From an optimization exercise on the open Yosys and OpenROAD flow, aimed at a short achievable clock period and few clock cycles; shortcuts taken in it are not production practice.

==> 05-05: inputs <==
==> flow/design.v <==
module fbm (
    input  wire        clk,
    input  wire        rst,         
    input  wire        cmd_valid,
    output wire        cmd_ready,
    input  wire [63:0] cmd_word,
    output reg         st_fault,
    output reg         st_more,
    output reg  [3:0]  st_cause,
    output reg  [63:0] fcmd,
    output reg         tx_valid,
    output reg         tx_win,
    output reg  [31:0] tx_window,   
    output reg  [15:0] tx_data
);
    localparam [7:0] OP_CLEAR     = 8'h10,
                     OP_SETPIX    = 8'h11,
                     OP_CLRPIX    = 8'h12,
                     OP_SETBLKCOL = 8'h13,
                     OP_PUTPIX    = 8'h20,
                     OP_PUTLINE   = 8'h21,
                     OP_CLRBLK    = 8'h25,
                     OP_SCROLLV   = 8'h30,
                     OP_SELFLUSH  = 8'h40,
                     OP_FULLFLUSH = 8'h41;
    localparam [2:0] S_IDLE  = 3'd0,
                     S_LSET  = 3'd1,    
                     S_LDRAW = 3'd2,    
                     S_WPREP = 3'd3,    
                     S_SEND  = 3'd4,    
                     S_FWIN  = 3'd5,    
                     S_FLOAD = 3'd6,    
                     S_FEMIT = 3'd7;    
    function [15:0] pal;
        input [2:0] c;
        case (c)
            3'd0: pal = 16'h0000;
            3'd1: pal = 16'h001F;
            3'd2: pal = 16'hF800;
            3'd3: pal = 16'hF81F;
            3'd4: pal = 16'h07E0;
            3'd5: pal = 16'h07FF;
            3'd6: pal = 16'hFFE0;
            default: pal = 16'hFFFF;
        endcase
    endfunction
    reg         ready_q;
    reg  [2:0]  state;
    reg  [1023:0] bm;               
    reg  [5:0]    acol [0:15];      
    reg  [15:0]   dirty;
    reg  [15:0]   blink;            
    assign cmd_ready = ready_q;
    wire       acc = cmd_valid & ready_q;
    wire [7:0] w_op = cmd_word[63:56];
    wire [11:0] w_a = cmd_word[11:0];
    wire [11:0] w_b = cmd_word[23:12];
    wire [11:0] w_c = cmd_word[35:24];
    wire [11:0] w_d = cmd_word[47:36];
    wire z_a  = ~|w_a;
    wire z_b  = ~|w_b;
    wire z_cd = ~|cmd_word[47:24];
    wire z_f  = ~|cmd_word[55:48];
    wire z_fm = ~(cmd_word[55] | cmd_word[51]);
    wire is_clear  = w_op == OP_CLEAR;
    wire is_setpix = w_op == OP_SETPIX;
    wire is_clrpix = w_op == OP_CLRPIX;
    wire is_setblk = w_op == OP_SETBLKCOL;
    wire is_putpix = w_op == OP_PUTPIX;
    wire is_line   = w_op == OP_PUTLINE;
    wire is_clrblk = w_op == OP_CLRBLK;
    wire is_scroll = w_op == OP_SCROLLV;
    wire is_self   = w_op == OP_SELFLUSH;
    wire is_full   = w_op == OP_FULLFLUSH;
    wire legal = (is_clear & z_fm & z_cd & z_b & z_a)
               | ((is_setpix | is_clrpix | is_clrblk | is_scroll) & z_f & z_cd)
               | ((is_setblk | is_putpix) & z_fm & z_cd)
               | (is_line & z_f)
               | (is_self & z_f & z_cd & z_b)
               | (is_full & z_f & z_cd & z_b & z_a);
    wire w_pix_ok = ~|w_a[11:5] & ~|w_b[11:5];
    wire w_blk_ok = ~|w_a[11:2] & ~|w_b[11:2];
    wire w_end_ok = ~|w_c[11:5] & ~|w_d[11:5];
    wire w_zone_ok = ~|w_a[11:3] & ~|w_b[11:3] & (w_b[2:0] <= 3'd4) & (w_a[2:0] < w_b[2:0]);
    wire bad_zone  = is_scroll & ~w_zone_ok;
    wire live      = acc & ~st_fault;
    wire fault_now = live & (~legal | bad_zone);
    wire go        = live & legal & ~bad_zone;
    wire multi = (is_line & w_pix_ok & w_end_ok) | (is_self & ~z_a) | is_full;
    reg         e_clear, e_clrblk, e_scroll, e_colp, e_colb;
    reg  [5:0]  e_pi;               
    reg  [15:0] pb_oh;              
    reg  [15:0] bb_oh;              
    reg  [2:0]  mv;                 
    reg  [3:0]  zr;                 
    reg  [3:0]  arow;               
    reg  [11:0] e_a;
    reg  [5:0]  e_ddx, e_ddy;       
    reg         e_pt;               
    reg  [31:0] row_oh, col_oh;
    reg         pw, pval;
    reg         lsx, lsy;
    reg  [4:0]  ldx, ldy;           
    reg  signed [7:0] lerr;
    reg  [4:0]  lcnt;
    reg  [15:0] blk_q;              
    reg  [11:0] rem;                
    reg  [5:0]  pidx;               
    reg  [9:0]  fp;                 
    reg  [63:0] bb;                 
    reg  [15:0] inkpal, paperpal;
    wire [2:0] zt = w_a[2:0];
    wire [2:0] zb = w_b[2:0];
    integer k;
    always @(posedge clk) begin
        e_pi <= {cmd_word[54:52], cmd_word[50:48]};
        e_a  <= w_a;
        e_ddx <= {1'b0, w_c[4:0]} - {1'b0, w_a[4:0]};
        e_ddy <= {1'b0, w_d[4:0]} - {1'b0, w_b[4:0]};
        e_pt  <= (w_c[4:0] == w_a[4:0]) & (w_d[4:0] == w_b[4:0]);
        for (k = 0; k < 16; k = k + 1) begin
            pb_oh[k] <= ({w_b[4:3], w_a[4:3]} == k);
            bb_oh[k] <= ({w_b[1:0], w_a[1:0]} == k);
        end
        if (rst) begin
            e_clear  <= 1'b0;
            e_clrblk <= 1'b0;
            e_scroll <= 1'b0;
            e_colp   <= 1'b0;
            e_colb   <= 1'b0;
            mv       <= 3'd0;
            zr       <= 4'd0;
            arow     <= 4'd0;
        end else begin
            e_clear  <= go & is_clear;
            e_clrblk <= go & is_clrblk & w_blk_ok;
            e_scroll <= go & is_scroll;
            e_colp   <= go & is_putpix & w_pix_ok;
            e_colb   <= go & is_setblk & w_blk_ok;
            for (k = 0; k < 4; k = k + 1) begin
                if (k < 3) mv[k] <= go & is_scroll & (k >= zt) & (k + 1 < zb);
                zr[k]   <= go & is_scroll & (k + 1 == zb);
                arow[k] <= go & is_scroll & (k >= zt) & (k < zb);
            end
        end
    end
    reg [15:0] first_oh;
    always @* begin
        for (k = 0; k < 16; k = k + 1)
            first_oh[k] = dirty[k] & ~|(dirty & ((16'd1 << k) - 16'd1));
    end
    wire [1:0] first_bx = {|(first_oh & 16'hCCCC), |(first_oh & 16'hAAAA)};
    wire [1:0] first_by = {|(first_oh & 16'hFF00), |(first_oh & 16'hF0F0)};
    wire       any_dirty = |dirty;
    wire [4:0] adx = e_ddx[5] ? -e_ddx[4:0] : e_ddx[4:0];
    wire [4:0] ady = e_ddy[5] ? -e_ddy[4:0] : e_ddy[4:0];
    wire [4:0] lmax = (adx > ady) ? adx : ady;
    wire signed [8:0] e2 = {lerr, 1'b0};
    wire step_x = e2 >= -$signed({4'd0, ldy});
    wire step_y = e2 <= $signed({4'd0, ldx});
    reg [63:0] blkdata;
    reg [5:0]  attr_sel;
    always @* begin
        blkdata  = 64'd0;
        attr_sel = 6'd0;
        for (k = 0; k < 16; k = k + 1) begin
            blkdata = blkdata | ({64{blk_q[k]}} & {
                bm[(k/4)*256 + 7*32 + (k%4)*8 +: 8],
                bm[(k/4)*256 + 6*32 + (k%4)*8 +: 8],
                bm[(k/4)*256 + 5*32 + (k%4)*8 +: 8],
                bm[(k/4)*256 + 4*32 + (k%4)*8 +: 8],
                bm[(k/4)*256 + 3*32 + (k%4)*8 +: 8],
                bm[(k/4)*256 + 2*32 + (k%4)*8 +: 8],
                bm[(k/4)*256 + 1*32 + (k%4)*8 +: 8],
                bm[(k/4)*256 + 0*32 + (k%4)*8 +: 8]});
            attr_sel = attr_sel | ({6{blk_q[k]}} & acol[k]);
        end
    end
    wire [15:0] sel_ink   = pal(attr_sel[2:0]);
    wire [15:0] sel_paper = pal(attr_sel[5:3]);
    wire        bb_bit    = bb[pidx];
    wire [15:0] bb_col    = bb_bit ? inkpal : paperpal;
    wire [9:0] fp_n = fp + 10'd1;
    reg dirty_clr_blk, dirty_clr_all;
    reg rem_first;
    always @(posedge clk) begin
        dirty_clr_blk <= 1'b0;
        if (rst) begin
            ready_q   <= 1'b1;
            state     <= S_IDLE;
            st_fault  <= 1'b0;
            st_more   <= 1'b0;
            st_cause  <= 4'd0;
            fcmd      <= 64'd0;
            tx_valid  <= 1'b0;
            tx_win    <= 1'b0;
            pw        <= 1'b0;
            dirty_clr_all <= 1'b0;
        end else begin
            tx_valid <= 1'b0;
            dirty_clr_all <= 1'b0;
            if (fault_now) begin
                st_fault <= 1'b1;
                st_cause <= bad_zone & legal ? 4'd2 : 4'd1;
                fcmd     <= cmd_word;
            end
            if (ready_q) begin
                ready_q <= ~(acc & multi);
                pw      <= go & (is_setpix | is_clrpix | is_putpix) & w_pix_ok;
                pval    <= ~is_clrpix;
                for (k = 0; k < 32; k = k + 1) begin
                    row_oh[k] <= (w_b[4:0] == k);
                    col_oh[k] <= (w_a[4:0] == k);
                end
                if (go & is_self & z_a) st_more <= 1'b1;
                if (go & is_line & w_pix_ok & w_end_ok) state <= S_LSET;
                else if (go & is_self & ~z_a)          state <= S_WPREP;
                else if (go & is_full)                 state <= S_FWIN;
                else                                   state <= S_IDLE;
            end else begin
                case (state)
                    S_LSET: begin
                        lsx  <= ~e_ddx[5];
                        lsy  <= ~e_ddy[5];
                        ldx  <= adx;
                        ldy  <= ady;
                        lerr <= $signed({3'd0, adx}) - $signed({3'd0, ady});
                        lcnt <= lmax;
                        pw   <= 1'b1;
                        pval <= 1'b1;
                        ready_q <= e_pt;
                        state   <= S_LDRAW;
                    end
                    S_LDRAW: begin
                        if (step_x) col_oh <= lsx ? {col_oh[30:0], 1'b0} : {1'b0, col_oh[31:1]};
                        if (step_y) row_oh <= lsy ? {row_oh[30:0], 1'b0} : {1'b0, row_oh[31:1]};
                        lerr <= lerr - (step_x ? $signed({3'd0, ldy}) : 8'sd0)
                                     + (step_y ? $signed({3'd0, ldx}) : 8'sd0);
                        lcnt <= lcnt - 5'd1;
                        ready_q <= (lcnt == 5'd1);
                        pw      <= 1'b1;
                    end
                    S_WPREP: begin
                        if (any_dirty) begin
                            tx_valid  <= 1'b1;
                            tx_win    <= 1'b1;
                            tx_window <= {3'b000, first_bx, 3'b000, 3'b000, first_bx, 3'b111,
                                          3'b000, first_by, 3'b000, 3'b000, first_by, 3'b111};
                            blk_q     <= first_oh;
                            dirty_clr_blk <= 1'b1;
                            rem       <= (rem_first ? e_a : rem) - 12'd1;
                            pidx      <= 6'd0;
                            state     <= S_SEND;
                        end else begin
                            st_more <= 1'b0;
                            ready_q <= 1'b1;
                            state   <= S_IDLE;
                        end
                    end
                    S_SEND: begin
                        tx_valid <= 1'b1;
                        tx_win   <= 1'b0;
                        pidx     <= pidx + 6'd1;
                        if (pidx == 6'd0) begin
                            tx_data  <= blkdata[0] ? sel_ink : sel_paper;
                            bb       <= blkdata;
                            inkpal   <= sel_ink;
                            paperpal <= sel_paper;
                        end else begin
                            tx_data <= bb_col;
                        end
                        if (pidx == 6'd63) begin
                            if (rem == 12'd0) begin
                                st_more <= 1'b1;
                                ready_q <= 1'b1;
                                state   <= S_IDLE;
                            end else if (!any_dirty) begin
                                st_more <= 1'b0;
                                ready_q <= 1'b1;
                                state   <= S_IDLE;
                            end else begin
                                state   <= S_WPREP;
                            end
                        end
                    end
                    S_FWIN: begin
                        tx_valid  <= 1'b1;
                        tx_win    <= 1'b1;
                        tx_window <= {8'd0, 8'd31, 8'd0, 8'd31};
                        blk_q     <= 16'd1;
                        fp        <= 10'd0;
                        pidx      <= 6'd0;
                        state     <= S_FLOAD;
                    end
                    S_FLOAD: begin
                        bb       <= blkdata;
                        inkpal   <= sel_ink;
                        paperpal <= sel_paper;
                        state    <= S_FEMIT;
                    end
                    S_FEMIT: begin
                        tx_valid <= 1'b1;
                        tx_win   <= 1'b0;
                        tx_data  <= bb_col;
                        fp       <= fp_n;
                        pidx     <= {fp_n[7:5], fp_n[2:0]};
                        if (fp == 10'd1023) begin
                            dirty_clr_all <= 1'b1;
                            ready_q <= 1'b1;
                            state   <= S_IDLE;
                        end else if (fp[2:0] == 3'd7) begin
                            for (k = 0; k < 16; k = k + 1)
                                blk_q[k] <= ({fp_n[9:8], fp_n[4:3]} == k);
                            state <= S_FLOAD;
                        end
                    end
                    default: begin
                        ready_q <= 1'b1;
                        state   <= S_IDLE;
                    end
                endcase
            end
        end
    end
    always @(posedge clk) rem_first <= ready_q;
    wire [31:0] rowe = row_oh & {32{pw}};
    wire [15:0] zero_blk;
    genvar gi;
    generate
        for (gi = 0; gi < 16; gi = gi + 1) begin : g_zb
            assign zero_blk[gi] = e_clear | (e_clrblk & bb_oh[gi]) | zr[gi/4];
        end
        for (gi = 0; gi < 1024; gi = gi + 1) begin : g_bm
            localparam integer Y  = gi / 32;
            localparam integer X  = gi % 32;
            localparam integer BY = Y / 8;
            localparam integer BL = BY * 4 + X / 8;
            wire below;
            wire mvr;
            if (BY < 3) begin : g_mv
                assign below = bm[gi + 256];
                assign mvr   = mv[BY];
            end else begin : g_nomv
                assign below = 1'b0;
                assign mvr   = 1'b0;
            end
            always @(posedge clk) begin
                if (zero_blk[BL])
                    bm[gi] <= 1'b0;
                else if (mvr)
                    bm[gi] <= below;
                else if (rowe[Y] & col_oh[X])
                    bm[gi] <= pval;
            end
        end
    endgenerate
    wire [3:0] pw_by = {|row_oh[31:24], |row_oh[23:16], |row_oh[15:8], |row_oh[7:0]};
    wire [3:0] pw_bx = {|col_oh[31:24], |col_oh[23:16], |col_oh[15:8], |col_oh[7:0]};
    always @(posedge clk) begin
        for (k = 0; k < 16; k = k + 1) begin
            if (e_clear) begin
                acol[k]  <= e_pi;
                blink[k] <= 1'b0;
                dirty[k] <= 1'b1;
            end else if (e_scroll) begin
                if (arow[k/4]) begin
                    if (k < 12) begin
                        acol[k]  <= acol[k + 4];
                        blink[k] <= blink[k + 4];
                    end
                    dirty[k] <= 1'b1;
                end
            end else begin
                if ((e_colp & pb_oh[k]) | (e_colb & bb_oh[k]))
                    acol[k] <= e_pi;
                if ((e_colp & pb_oh[k]) | (e_colb & bb_oh[k]) | (e_clrblk & bb_oh[k])
                    | (pw & pw_by[k/4] & pw_bx[k%4]))
                    dirty[k] <= 1'b1;
                else if ((dirty_clr_blk & blk_q[k]) | dirty_clr_all)
                    dirty[k] <= 1'b0;
            end
        end
    end
endmodule
==> flow/run.sh <==
#!/bin/bash
# synth_recipe.tcl (not shown) runs the flow's synth.tcl, then flattens the netlist and writes it again
# the make line also repeats each setting of config.mk as NAME=value (left out here)
make -C /OpenROAD-flow-scripts/flow DESIGN_CONFIG=/design/flow/config.mk WORK_HOME=/design/flow/orfs CLKGATE_MAP_FILE= SYNTH_SCRIPT=/design/flow/synth_recipe.tcl finish
==> flow/config.mk <==
export PLATFORM = sky130hd
export DESIGN_NAME = fbm
export DESIGN_NICKNAME = fbm
export VERILOG_FILES = /design/flow/design.v
export SDC_FILE = /design/flow/constraint.sdc
export NUM_CORES = 4
export LEC_CHECK = 0
export ABC_CLOCK_PERIOD_IN_PS = 2500
export CAP_MARGIN = 40
export CORE_MARGIN = 2
export CORE_UTILIZATION = 25
export PLACE_DENSITY = 0.45
export SETUP_SLACK_MARGIN = 5
export SLEW_MARGIN = 50
export TNS_END_PERCENT = 100
==> flow/constraint.sdc <==
create_clock -name core_clock -period 8.0 [get_ports {clk}]
set_input_delay 1.6000 -clock core_clock [delete_from_list [all_inputs] [get_ports {clk}]]
set_output_delay 1.6000 -clock core_clock [all_outputs]
set_load 0.01 [all_outputs]
==> inputs of 08-24, as changes to 05-05 <==
--- a/flow/design.v
+++ b/flow/design.v
@@ -95,8 +95,7 @@
     reg  [3:0]  zr;                 
     reg  [3:0]  arow;               
     reg  [11:0] e_a;
-    reg  [5:0]  e_ddx, e_ddy;       
-    reg         e_pt;               
+    reg  [4:0]  e_b, e_c, e_d;
     reg  [31:0] row_oh, col_oh;
     reg         pw, pval;
     reg         lsx, lsy;
@@ -115,9 +114,9 @@
     always @(posedge clk) begin
         e_pi <= {cmd_word[54:52], cmd_word[50:48]};
         e_a  <= w_a;
-        e_ddx <= {1'b0, w_c[4:0]} - {1'b0, w_a[4:0]};
-        e_ddy <= {1'b0, w_d[4:0]} - {1'b0, w_b[4:0]};
-        e_pt  <= (w_c[4:0] == w_a[4:0]) & (w_d[4:0] == w_b[4:0]);
+        e_b  <= w_b[4:0];
+        e_c  <= w_c[4:0];
+        e_d  <= w_d[4:0];
         for (k = 0; k < 16; k = k + 1) begin
             pb_oh[k] <= ({w_b[4:3], w_a[4:3]} == k);
             bb_oh[k] <= ({w_b[1:0], w_a[1:0]} == k);
@@ -152,8 +151,10 @@
     wire [1:0] first_bx = {|(first_oh & 16'hCCCC), |(first_oh & 16'hAAAA)};
     wire [1:0] first_by = {|(first_oh & 16'hFF00), |(first_oh & 16'hF0F0)};
     wire       any_dirty = |dirty;
-    wire [4:0] adx = e_ddx[5] ? -e_ddx[4:0] : e_ddx[4:0];
-    wire [4:0] ady = e_ddy[5] ? -e_ddy[4:0] : e_ddy[4:0];
+    wire [5:0] ddx = {1'b0, e_c} - {1'b0, e_a[4:0]};
+    wire [5:0] ddy = {1'b0, e_d} - {1'b0, e_b};
+    wire [4:0] adx = ddx[5] ? -ddx[4:0] : ddx[4:0];
+    wire [4:0] ady = ddy[5] ? -ddy[4:0] : ddy[4:0];
     wire [4:0] lmax = (adx > ady) ? adx : ady;
     wire signed [8:0] e2 = {lerr, 1'b0};
     wire step_x = e2 >= -$signed({4'd0, ldy});
@@ -220,15 +221,15 @@
             end else begin
                 case (state)
                     S_LSET: begin
-                        lsx  <= ~e_ddx[5];
-                        lsy  <= ~e_ddy[5];
+                        lsx  <= e_a[4:0] < e_c;
+                        lsy  <= e_b < e_d;
                         ldx  <= adx;
                         ldy  <= ady;
                         lerr <= $signed({3'd0, adx}) - $signed({3'd0, ady});
                         lcnt <= lmax;
                         pw   <= 1'b1;
                         pval <= 1'b1;
-                        ready_q <= e_pt;
+                        ready_q <= (lmax == 5'd0);
                         state   <= S_LDRAW;
                     end
                     S_LDRAW: begin
- ABC_CLOCK_PERIOD_IN_PS: 2500 -> unset
- SETUP_SLACK_MARGIN: 5 -> unset
- TNS_END_PERCENT: 100 -> unset
==> impl_metrics.env <==
export IMPL_power_internal_uw=13500
export IMPL_finalCriticalPeriod_ns=4.88
export IMPL_synth_cells=10355
export IMPL_start_util_pct=25.1
export IMPL_final_cell_mix="2138 x nand2_1, 1928 x a21oi_1, 1190 x dfxtp_1"
export IMPL_period_share_pct=61.0
export IMPL_coreArea_sq_um=308000
export IMPL_status="timing/DRC/antenna clean"
export IMPL_pwr_share_seq_pct=45.0
Source of the figures above: 08-24

==> impl_metrics.env <==
export IMPL_status="timing/DRC/antenna clean"
export IMPL_power_internal_uw=12900
export IMPL_pwr_share_seq_pct=46.3
export IMPL_finalCriticalPeriod_ns=4.03
export IMPL_synth_cells=10341
export IMPL_coreArea_sq_um=306000
export IMPL_period_share_pct=50.4
Source of the figures above: 05-05

No run of this note included a check of the RTL's function; only the layout flow was run.

-- re-timing with driven ports --
The results above use ideal ports. As a check the final layouts listed here were re-extracted and re-timed, cells and wires unchanged.
Step 1 assumes that a clkbuf_16 drives the clock port and a buf_2 every other input.
Step 2 times the ports against the registers' clock, not the clock port: input delays grow and output delays shrink by t, the midpoint of the rising clock arrivals with the driver on.
a / b / c = ideal / step 1 / step 2; a / b = the first two.
run	t, ns	setup slack, ns	worst setup path after step 2	clock arrival spread, ns	worst register clock-pin slew, ns
05-05	0.940	3.972 / 3.972 / 3.932	input to register	0.053 / 0.053	0.06 / 0.06
08-24	0.954	3.118 / 3.118 / 2.984	input to register	0.079 / 0.078	0.07 / 0.07
After both steps every run listed still meets setup and hold. The setup slack of 08-24, which loses most, moves by 0.000 ns with the drivers and by -0.134 ns with both steps.
